Source: an optimization exercise on an open RTL-to-GDS flow (aim: small area, a short achievable clock period and few clock cycles per item). Production flows keep margins and buffers that such runs may drop.
RTL that was checked went through simulation tests only; none was proved equivalent to the original.
No activity file was given, so power comes from the tool's default toggle rates.

==> 07-15: inputs <==
## vrtb_ts
module vrtb_ts (
    input  wire        clk,
    input  wire        rst,
    input  wire        start,
    input  wire        next,
    input  wire [95:0] t0,
    input  wire [63:0] k0,
    input  wire [31:0] blk_size,
    input  wire [31:0] rate,
    output wire        ready,
    output reg         ts_valid,
    output wire [31:0] ts_sec,
    output wire [39:0] ts_frac,
    output wire        ts_err
);
    localparam [39:0] PS  = 40'd1000000000000;
    localparam [27:0] P5  = 28'd244140625;           
    localparam [3:0] S_IDLE = 4'd0,
                     S_PS   = 4'd2,    
                     S_CP1  = 4'd3,    
                     S_BZ   = 4'd4,    
                     S_CP2  = 4'd5,    
                     S_HDBL = 4'd6,    
                     S_HADD = 4'd7,    
                     S_T0   = 4'd8,    
                     S_WRAP = 4'd9;    
    reg [3:0]  state;
    reg        phase;      
    reg [5:0]  cnt;        
    reg        first;      
    reg        kz;         
    reg        bz;         
    reg [5:0]  tcnt;       
    reg        wrap;       
    reg        r1;         
    reg        ld1;        
    reg        bzero, kzero;
    reg [5:0]  bmsb, kmsb;
    reg [31:0] y_sec;
    reg [39:0] y_frac;
    reg [31:0] y_rem;
    reg [31:0] y_remn;
    reg [31:0] r_r;
    reg [63:0] idx;
    reg [31:0] t_sec;
    reg        t_ovf;
    reg        t_hi;       
    reg [27:0] t_rem;
    reg [11:0] t_lo;
  ...
export LEC_CHECK = 0
export CAP_MARGIN = 20
export CORE_MARGIN = 2
export CORE_UTILIZATION = 40
export SETUP_SLACK_MARGIN = 4.5
export SLEW_MARGIN = 20
export TNS_END_PERCENT = 0
create_clock -name core_clock -period 8.0 [get_ports {clk}]
run.sh (not shown) runs the stock make flow with config.mk's settings and CLKGATE_MAP_FILE= SYNTH_SCRIPT=/design/flow/synth_recipe.tcl, a recipe that flattens the netlist after the stock synthesis.
==> 08-10: changes against 07-15 <==
--- a/flow/design.v
+++ b/flow/design.v
@@ -64,14 +64,15 @@
     output wire [31:0] ts_sec,
     output wire [39:0] ts_frac,
     output wire        ts_err
 );
     localparam [39:0] PS  = 40'd1000000000000;
     localparam [27:0] P5  = 28'd244140625;           
     localparam [3:0] S_IDLE = 4'd0,
+                     S_LD   = 4'd1,    
                      S_PS   = 4'd2,    
                      S_CP1  = 4'd3,    
                      S_BZ   = 4'd4,    
                      S_CP2  = 4'd5,    
                      S_HDBL = 4'd6,    
                      S_HADD = 4'd7,    
                      S_T0   = 4'd8,    
@@ -81,30 +82,29 @@
     reg [5:0]  cnt;        
     reg        first;      
     reg        kz;         
     reg        bz;         
     reg [5:0]  tcnt;       
     reg        wrap;       
     reg        r1;         
-    reg        ld1;        
     reg        bzero, kzero;
     reg [5:0]  bmsb, kmsb;
     reg [31:0] y_sec;
     reg [39:0] y_frac;
     reg [31:0] y_rem;
     reg [31:0] y_remn;
     reg [31:0] r_r;
     reg [63:0] idx;
     reg [31:0] t_sec;
     reg        t_ovf;
     reg        t_hi;       
     reg [27:0] t_rem;
     reg [11:0] t_lo;
     wire [39:0] t_frac = {t_rem, t_lo};
-    reg        a_kx, a_dbl, a_add, a_t, a_cpy, a_cps, a_ys0, a_nx, a_z;
+    reg        a_kx, a_dbl, a_add, a_t, a_cpy, a_cps, a_ys0, a_nx;
     reg        b_cpy, b_cps, b_nx;
     reg [32:0] a_ra;
     reg [31:0] a_rbs;
     reg [31:0] a_rbd;
     reg        a_ci;
     reg [40:0] b_fa;
     reg [32:0] b_sa;
@@ -164,22 +164,22 @@
     wire [28:0] td_s = {t_rem, t_sec[31]};
     wire [28:0] td_d;
     wire        td_q;
     vrtb_ts_add #(29, 5) u_td (.a(td_s), .b(~{1'b0, P5}), .ci(1'b1), .s(td_d), .co(td_q));
     wire [63:0] idx_inc;
     vrtb_ts_inc #(64, 6) u_inc (.a(idx), .s(idx_inc));
     wire        idx_m1 = (idx[63:1] == {63{1'b1}}) && !idx[0];
-    wire [5:0]  rmsb  = msb32(rate);
+    wire [5:0]  rmsb  = msb32(r_r);
     wire [30:0] ps_hi = PS[39:9];
     wire [30:0] rem_i = ps_hi >> (5'd31 - rmsb[4:0]);
     wire [63:0] hv   = phase ? idx : {32'd0, y_sec};
     wire [5:0]  cm1  = cnt - 6'd1;
     wire        hvm1 = hv[cm1];
     reg         hbit;
-    reg        n_kx, n_dbl, n_add, n_ld, n_cin, n_cpy, n_cps, n_ys0, n_t, n_nx, n_z;
+    reg        n_kx, n_dbl, n_add, n_ld, n_cin, n_cpy, n_cps, n_ys0, n_t, n_nx;
     reg [3:0]  n_state;
     reg [5:0]  n_cnt;
     reg        n_phase, n_kz, n_bz;
     wire       acc_next = (state == S_IDLE) && !start && next;
     wire [3:0] t0_wait = (tcnt[5:1] == 5'd0) ? S_IDLE : S_T0;
     task k_pass;
         begin
@@ -198,23 +198,21 @@
                 n_kz    = 1'b0;
                 n_state = t0_wait;
             end
         end
     endtask
     always @(*) begin
         n_kx = 1'b1; n_dbl = 1'b0; n_add = 1'b0; n_ld = 1'b0; n_cin = 1'b0;
-        n_cpy = 1'b0; n_cps = 1'b0; n_ys0 = 1'b0; n_t = 1'b0; n_nx = 1'b0; n_z = 1'b0;
+        n_cpy = 1'b0; n_cps = 1'b0; n_ys0 = 1'b0; n_t = 1'b0; n_nx = 1'b0;
         n_state = state; n_cnt = cnt; n_phase = phase; n_kz = kz; n_bz = bz;
         case (state)
             S_IDLE: begin
                 if (start) begin
                     n_bz    = 1'b0;
-                    n_ld = 1'b1;
-                    n_cnt = 6'd39 - rmsb;
-                    n_state = S_PS;
+                    n_state = S_LD;
                 end else if (next) begin
                     if (first) begin
                         n_nx = 1'b1; n_t = 1'b1; n_kx = !kz;
                     end else if (wrap) begin
                         n_state = S_WRAP;
                     end else begin
                         n_nx  = 1'b1;
@@ -222,16 +220,21 @@
                     end
                 end
             end
             S_WRAP: begin
                 n_nx = 1'b1; n_kx = 1'b0; n_t = 1'b1;
                 n_state = S_IDLE;
             end
+            S_LD: begin
+                n_kx = 1'b0; n_ld = 1'b1;
+                n_cnt = 6'd39 - rmsb;
+                n_state = S_PS;
+            end
             S_PS: begin
-                n_dbl = 1'b1; n_cin = PS[cnt]; n_z = ld1;
+                n_dbl = 1'b1; n_cin = PS[cnt];
                 n_cnt = cnt - 6'd1;
                 if (cnt == 6'd0) begin
                     if (bzero) begin
                         n_state = S_BZ;
                     end else if (bmsb == 6'd0) begin
                         n_cnt   = kmsb;
                         n_phase = 1'b1;
@@ -283,41 +286,40 @@
                     n_state = S_IDLE;
             end
             default: n_state = S_IDLE;
         endcase
         if (n_dbl) n_kx = 1'b0;
     end
     always @(posedge clk) begin
-        a_ra  <= n_ld  ? {2'b00, rem_i} : n_dbl ? {rem_n, n_cin} :
-                 n_kx  ? {1'b0, rem_n} : 33'd0;
+        a_ra  <= n_dbl ? {rem_n, n_cin} : n_kx ? {1'b0, rem_n} :
+                 n_ld  ? {2'b00, rem_i} : 33'd0;
         a_rbs <= n_add ? y_rem  : 32'd0;
-        a_rbd <= n_add ? y_remn : n_ld ? 32'd0 : ~r_r;
-        a_ci  <= !n_add && !n_ld;
+        a_rbd <= n_add ? y_remn : ~r_r;
+        a_ci  <= !n_add;
         if (a_cpy) begin
             y_rem  <= a_ra[31:0];
             y_remn <= rd[31:0];
         end
-        b_fa  <= a_dbl ? {frac_n & {40{!a_z}}, cr} : a_kx ? {1'b0, frac_n} : 41'd0;
-        b_sa  <= (a_dbl & !a_z) ? {ss[31:0], 1'b0} : a_kx ? {1'b0, ss[31:0]} : 33'd0;
-        b_oa  <= ((a_dbl & !a_z) | a_kx) & ovf_n;
+        b_fa  <= a_dbl ? {frac_n, cr} : a_kx ? {1'b0, frac_n} : 41'd0;
+        b_sa  <= a_dbl ? {ss[31:0], 1'b0} : a_kx ? {1'b0, ss[31:0]} : 33'd0;
+        b_oa  <= (a_dbl | a_kx) & ovf_n;
         b_fb  <= a_add ? y_frac : a_t ? t_frac : 40'd0;
         b_sb  <= a_add ? (a_ys0 ? {31'd0, r1} : y_sec) : a_t ? t_sec : 32'd0;
         b_ob  <= a_t & t_ovf;
         b_fc  <= cr & !a_dbl;
         b_cpy <= a_cpy;
         b_cps <= a_cps;
         if (b_cpy) y_frac <= b_fa[39:0];
         if (b_cps) y_sec  <= b_sa[31:0];
         if (tcnt != 6'd0) begin
             t_rem <= td_q ? td_d[27:0] : td_s[27:0];
             t_sec <= {t_sec[30:0], td_q};
         end
         a_kx  <= n_kx;
         a_dbl <= n_dbl;
-        a_z   <= n_z;
         a_add <= n_add;
         a_t   <= n_t;
         a_cpy <= n_cpy;
         a_cps <= n_cps;
         a_ys0 <= n_ys0;
         cnt   <= n_cnt;
         hbit  <= hvm1;
@@ -338,16 +340,15 @@
             t_sec <= t0[43:12];
             t_lo  <= t0[11:0];
         end
         if (acc_next && !first) begin
             idx  <= idx_inc;
             wrap <= idx_m1;
         end
-        ld1 <= (state == S_IDLE) && start;
-        if (ld1) begin
+        if (state == S_LD) begin
             t_ovf <= t_hi || (t_rem >= P5);
             r1    <= (r_r == 32'd1);
             y_sec <= y_rem;         
         end
         if (rst) begin
             state    <= S_IDLE;
             ready_r  <= 1'b1;
TNS_END_PERCENT = 10   (was 0)
==> 07-16: changes against 07-15 <==
--- a/flow/design.v
+++ b/flow/design.v
@@ -64,16 +64,16 @@
     output wire [31:0] ts_sec,
     output wire [39:0] ts_frac,
     output wire        ts_err
 );
     localparam [39:0] PS  = 40'd1000000000000;
     localparam [27:0] P5  = 28'd244140625;           
     localparam [3:0] S_IDLE = 4'd0,
+                     S_LD   = 4'd1,    
                      S_PS   = 4'd2,    
-                     S_CP1  = 4'd3,    
                      S_BZ   = 4'd4,    
                      S_CP2  = 4'd5,    
                      S_HDBL = 4'd6,    
                      S_HADD = 4'd7,    
                      S_T0   = 4'd8,    
                      S_WRAP = 4'd9;    
     reg [3:0]  state;
@@ -81,33 +81,31 @@
     reg [5:0]  cnt;        
     reg        first;      
     reg        kz;         
     reg        bz;         
     reg [5:0]  tcnt;       
     reg        wrap;       
     reg        r1;         
-    reg        ld1;        
     reg        bzero, kzero;
     reg [5:0]  bmsb, kmsb;
     reg [31:0] y_sec;
     reg [39:0] y_frac;
     reg [31:0] y_rem;
     reg [31:0] y_remn;
     reg [31:0] r_r;
     reg [63:0] idx;
     reg [31:0] t_sec;
     reg        t_ovf;
     reg        t_hi;       
     reg [27:0] t_rem;
     reg [11:0] t_lo;
     wire [39:0] t_frac = {t_rem, t_lo};
-    reg        a_kx, a_dbl, a_add, a_t, a_cpy, a_cps, a_ys0, a_nx, a_z;
+    reg        a_kx, a_dbl, a_add, a_t, a_cpy, a_cps, a_ys0, a_nx;
     reg        b_cpy, b_cps, b_nx;
     reg [32:0] a_ra;
-    reg [31:0] a_rbs;
     reg [31:0] a_rbd;
     reg        a_ci;
     reg [40:0] b_fa;
     reg [32:0] b_sa;
     reg        b_oa;
     reg [39:0] b_fb;
     reg [31:0] b_sb;
@@ -130,22 +128,25 @@
         integer i;
         begin
             msb64 = 6'd0;
             for (i = 0; i < 64; i = i + 1)
                 if (v[i]) msb64 = i[5:0];
         end
     endfunction
-    wire [32:0] rs;
+    wire [33:0] rs;
     wire        rs_c;
-    vrtb_ts_add #(33, 6) u_rs (.a(a_ra), .b({1'b0, a_rbs}), .ci(1'b0), .s(rs), .co(rs_c));
+    vrtb_ts_add #(34, 6) u_rs (.a({1'b0, a_ra}),
+                               .b(a_add ? {2'b00, y_rem} : a_cpy ? ~{1'b0, r_r, 1'b0} : 34'd0),
+                               .ci(a_cpy), .s(rs), .co(rs_c));
     wire [33:0] rd;
     wire        rd_c;
     vrtb_ts_add #(34, 6) u_rd (.a({1'b0, a_ra}), .b({2'b11, a_rbd}), .ci(a_ci), .s(rd), .co(rd_c));
     wire        cr    = !rd[33];
-    wire [31:0] rem_n = cr ? rd[31:0] : rs[31:0];
+    wire [31:0] nc    = (a_dbl | a_cpy) ? a_ra[31:0] : rs[31:0];
+    wire [31:0] rem_n = cr ? rd[31:0] : nc;
     wire [40:0] fs;
     wire        fs_c;
     vrtb_ts_add #(41, 6) u_fs (.a(b_fa), .b({1'b0, b_fb}), .ci(b_fc), .s(fs), .co(fs_c));
     wire [41:0] nps = ~{2'b00, PS};
     wire [41:0] fa2 = {1'b0, b_fa};
     wire [41:0] fb2 = {2'b00, b_fb};
     wire [41:0] fp  = fa2 ^ fb2 ^ nps;
@@ -164,57 +165,59 @@
     wire [28:0] td_s = {t_rem, t_sec[31]};
     wire [28:0] td_d;
     wire        td_q;
     vrtb_ts_add #(29, 5) u_td (.a(td_s), .b(~{1'b0, P5}), .ci(1'b1), .s(td_d), .co(td_q));
     wire [63:0] idx_inc;
     vrtb_ts_inc #(64, 6) u_inc (.a(idx), .s(idx_inc));
     wire        idx_m1 = (idx[63:1] == {63{1'b1}}) && !idx[0];
-    wire [5:0]  rmsb  = msb32(rate);
+    wire [5:0]  rmsb  = msb32(r_r);
     wire [30:0] ps_hi = PS[39:9];
     wire [30:0] rem_i = ps_hi >> (5'd31 - rmsb[4:0]);
     wire [63:0] hv   = phase ? idx : {32'd0, y_sec};
     wire [5:0]  cm1  = cnt - 6'd1;
     wire        hvm1 = hv[cm1];
     reg         hbit;
-    reg        n_kx, n_dbl, n_add, n_ld, n_cin, n_cpy, n_cps, n_ys0, n_t, n_nx, n_z;
+    reg         bnext, knext;
+    wire [5:0]  bm1  = bmsb - 6'd1;
+    wire [5:0]  km1  = kmsb - 6'd1;
+    reg        n_kx, n_dbl, n_add, n_ld, n_cin, n_cpy, n_cps, n_ys0, n_t, n_nx;
     reg [3:0]  n_state;
     reg [5:0]  n_cnt;
-    reg        n_phase, n_kz, n_bz;
+    reg        n_phase, n_kz, n_bz, n_hb;
     wire       acc_next = (state == S_IDLE) && !start && next;
     wire [3:0] t0_wait = (tcnt[5:1] == 5'd0) ? S_IDLE : S_T0;
     task k_pass;
         begin
             n_kz    = kzero;
-            n_cnt   = cnt - 6'd1;
-            n_state = (kzero || cnt == 6'd0) ? t0_wait : S_HDBL;
+            n_phase = 1'b1;
+            n_cnt   = kmsb - 6'd1;
+            n_hb    = knext;
+            n_state = (kzero || kmsb == 6'd0) ? t0_wait : S_HDBL;
         end
     endtask
     task h_end;
         begin
             if (!phase) begin
-                n_cnt   = kmsb;
-                n_phase = 1'b1;
                 n_state = S_CP2;
             end else begin
                 n_kz    = 1'b0;
                 n_state = t0_wait;
             end
         end
     endtask
     always @(*) begin
         n_kx = 1'b1; n_dbl = 1'b0; n_add = 1'b0; n_ld = 1'b0; n_cin = 1'b0;
-        n_cpy = 1'b0; n_cps = 1'b0; n_ys0 = 1'b0; n_t = 1'b0; n_nx = 1'b0; n_z = 1'b0;
+        n_cpy = 1'b0; n_cps = 1'b0; n_ys0 = 1'b0; n_t = 1'b0; n_nx = 1'b0;
         n_state = state; n_cnt = cnt; n_phase = phase; n_kz = kz; n_bz = bz;
+        n_hb = hvm1;
         case (state)
             S_IDLE: begin
                 if (start) begin
                     n_bz    = 1'b0;
-                    n_ld = 1'b1;
-                    n_cnt = 6'd39 - rmsb;
-                    n_state = S_PS;
+                    n_state = S_LD;
                 end else if (next) begin
                     if (first) begin
                         n_nx = 1'b1; n_t = 1'b1; n_kx = !kz;
                     end else if (wrap) begin
                         n_state = S_WRAP;
                     end else begin
                         n_nx  = 1'b1;
@@ -222,36 +225,37 @@
                     end
                 end
             end
             S_WRAP: begin
                 n_nx = 1'b1; n_kx = 1'b0; n_t = 1'b1;
                 n_state = S_IDLE;
             end
+            S_LD: begin
+                n_kx = 1'b0; n_ld = 1'b1;
+                n_cnt = 6'd39 - rmsb;
+                n_state = S_PS;
+            end
             S_PS: begin
-                n_dbl = 1'b1; n_cin = PS[cnt]; n_z = ld1;
+                n_dbl = 1'b1; n_cin = PS[cnt];
                 n_cnt = cnt - 6'd1;
                 if (cnt == 6'd0) begin
+                    n_cpy = 1'b1;
                     if (bzero) begin
                         n_state = S_BZ;
                     end else if (bmsb == 6'd0) begin
-                        n_cnt   = kmsb;
-                        n_phase = 1'b1;
-                        n_state = S_CP2;
+                        n_cps = 1'b1;
+                        k_pass;
                     end else begin
-                        n_cnt   = bmsb;
+                        n_cnt   = bmsb - 6'd1;
                         n_phase = 1'b0;
-                        n_state = S_CP1;
+                        n_hb    = bnext;
+                        n_state = S_HDBL;
                     end
                 end
             end
-            S_CP1: begin
-                n_cpy   = 1'b1;
-                n_cnt   = cnt - 6'd1;
-                n_state = S_HDBL;
-            end
             S_BZ: begin
                 n_kx    = 1'b0;
                 n_bz    = 1'b1;
                 n_state = S_CP2;
             end
             S_CP2: begin
                 n_cpy = 1'b1; n_cps = 1'b1;
@@ -263,14 +267,17 @@
             end
             S_HDBL: begin
                 n_dbl = 1'b1;
                 if (hbit) begin
                     n_state = S_HADD;
                 end else if (cnt != 6'd0) begin
                     n_cnt = cnt - 6'd1;
+                end else if (!phase) begin
+                    n_cpy = 1'b1; n_cps = 1'b1;
+                    k_pass;
                 end else
                     h_end;
             end
             S_HADD: begin
                 n_add = 1'b1; n_ys0 = !phase;
                 if (cnt != 6'd0) begin
                     n_cnt   = cnt - 6'd1;
@@ -283,48 +290,48 @@
                     n_state = S_IDLE;
             end
             default: n_state = S_IDLE;
         endcase
         if (n_dbl) n_kx = 1'b0;
     end
     always @(posedge clk) begin
-        a_ra  <= n_ld  ? {2'b00, rem_i} : n_dbl ? {rem_n, n_cin} :
-                 n_kx  ? {1'b0, rem_n} : 33'd0;
-        a_rbs <= n_add ? y_rem  : 32'd0;
-        a_rbd <= n_add ? y_remn : n_ld ? 32'd0 : ~r_r;
-        a_ci  <= !n_add && !n_ld;
+        a_ra  <= n_dbl ? {rem_n, n_cin} : n_kx ? {1'b0, rem_n} :
+                 n_ld  ? {2'b00, rem_i} : 33'd0;
+        a_rbd <= n_add ? y_remn : ~r_r;
+        a_ci  <= !n_add;
         if (a_cpy) begin
-            y_rem  <= a_ra[31:0];
-            y_remn <= rd[31:0];
+            y_rem  <= rem_n;
+            y_remn <= cr ? rs[31:0] : rd[31:0];
         end
-        b_fa  <= a_dbl ? {frac_n & {40{!a_z}}, cr} : a_kx ? {1'b0, frac_n} : 41'd0;
-        b_sa  <= (a_dbl & !a_z) ? {ss[31:0], 1'b0} : a_kx ? {1'b0, ss[31:0]} : 33'd0;
-        b_oa  <= ((a_dbl & !a_z) | a_kx) & ovf_n;
+        b_fa  <= a_dbl ? {frac_n, cr} : a_kx ? {1'b0, frac_n} : 41'd0;
+        b_sa  <= a_dbl ? {ss[31:0], 1'b0} : a_kx ? {1'b0, ss[31:0]} : 33'd0;
+        b_oa  <= (a_dbl | a_kx) & ovf_n;
         b_fb  <= a_add ? y_frac : a_t ? t_frac : 40'd0;
         b_sb  <= a_add ? (a_ys0 ? {31'd0, r1} : y_sec) : a_t ? t_sec : 32'd0;
         b_ob  <= a_t & t_ovf;
         b_fc  <= cr & !a_dbl;
         b_cpy <= a_cpy;
         b_cps <= a_cps;
-        if (b_cpy) y_frac <= b_fa[39:0];
-        if (b_cps) y_sec  <= b_sa[31:0];
+        if (b_cpy) y_frac <= frac_n;
+        if (b_cps) y_sec  <= ss[31:0];
         if (tcnt != 6'd0) begin
             t_rem <= td_q ? td_d[27:0] : td_s[27:0];
             t_sec <= {t_sec[30:0], td_q};
         end
         a_kx  <= n_kx;
         a_dbl <= n_dbl;
-        a_z   <= n_z;
         a_add <= n_add;
         a_t   <= n_t;
         a_cpy <= n_cpy;
         a_cps <= n_cps;
         a_ys0 <= n_ys0;
         cnt   <= n_cnt;
-        hbit  <= hvm1;
+        hbit  <= n_hb;
+        bnext <= y_sec[bm1[4:0]];
+        knext <= idx[km1];
         phase <= n_phase;
         kz    <= n_kz;
         bz    <= n_bz;
         bzero <= (y_sec == 32'd0);
         bmsb  <= msb32(y_sec);
         kzero <= (idx == 64'd0);
         kmsb  <= msb64(idx);
@@ -338,16 +345,15 @@
             t_sec <= t0[43:12];
             t_lo  <= t0[11:0];
         end
         if (acc_next && !first) begin
             idx  <= idx_inc;
             wrap <= idx_m1;
         end
-        ld1 <= (state == S_IDLE) && start;
-        if (ld1) begin
+        if (state == S_LD) begin
             t_ovf <= t_hi || (t_rem >= P5);
             r1    <= (r_r == 32'd1);
             y_sec <= y_rem;         
         end
         if (rst) begin
             state    <= S_IDLE;
             ready_r  <= 1'b1;
==> notes <==
Of 08-10 and 07-16, 08-10 has the higher utilization (gap 1.5 points).
The lowest via count belongs to 08-10, the highest to 07-16.
Of 07-16 and 07-15, 07-16 has the higher hold slack (gap 0.0055 ns).
Between 07-15 and 07-16, the lower sequential share of layout area is in 07-16 (gap 1.5 points).
==> figures <==
                                               08-10       07-15       07-16
Die Width                                     299 µm      303 µm      305 µm
Sequential share of the synthesized area       43.7%       42.8%       40.4%
Run status          no timing/DRC/antenna violations  no timing/DRC/antenna violations  no timing/DRC/antenna violations
Total Die Area                            89,500 µm²  91,500 µm²  92,900 µm²
Setup slack after layout                     4.06 ns     3.93 ns     3.62 ns
Global Route Usage Sum                         23.4%       23.7%       25.0%
Switching part of the total power              41.3%       38.4%       40.9%
Area added between synthesis and finish        22.4%       20.8%       18.8%
Internal Dissipation                         10.2 mW     8.99 mW     9.48 mW
Global placement routability congestion        0.918       0.921       0.929
Testbench counts of 07-15, summed over its fixed seeds: cycles 3,938, items 1,152.
Testbench counts of 08-10, summed over its fixed seeds: cycles 3,984, items 1,152.
No functional check of the RTL was part of 07-16.

-- static timing again, ports no longer ideal --
The flow's constraints put no driver on any port. The routed layouts listed below were extracted and timed again, unchanged, in two steps.
Step 1: set_driving_cell puts a clkbuf_16 on clk and a buf_2 on each other input, an assumption about the parent block.
Step 2 also shifts input and output timing later by t, the mid clock arrival at the registers, as if the neighbouring blocks saw the same clock.
Three values: ideal, step 1, step 2; two values: the first two.
run | t (ns) | setup slack, ns | hold slack, ns | latest minus earliest clock arrival (ns) | worst data-port slew with drivers (ns)
07-15 | 0.697 | 3.926 / 3.974 / 3.277 | 0.326 / 0.326 / 0.326 | 0.021 / 0.022 | 0.11
08-10 | 0.677 | 4.057 / 4.057 / 3.545 | 0.324 / 0.324 / 0.324 | 0.028 / 0.028 | 0.07
07-16 | 0.687 | 3.624 / 3.624 / 3.558 | 0.331 / 0.331 / 0.331 | 0.032 / 0.032 | 0.06
After both steps every run listed still meets setup and hold. For 07-15, which loses most, drivers alone change the setup slack by +0.048 ns; drivers and shift together by -0.649 ns.
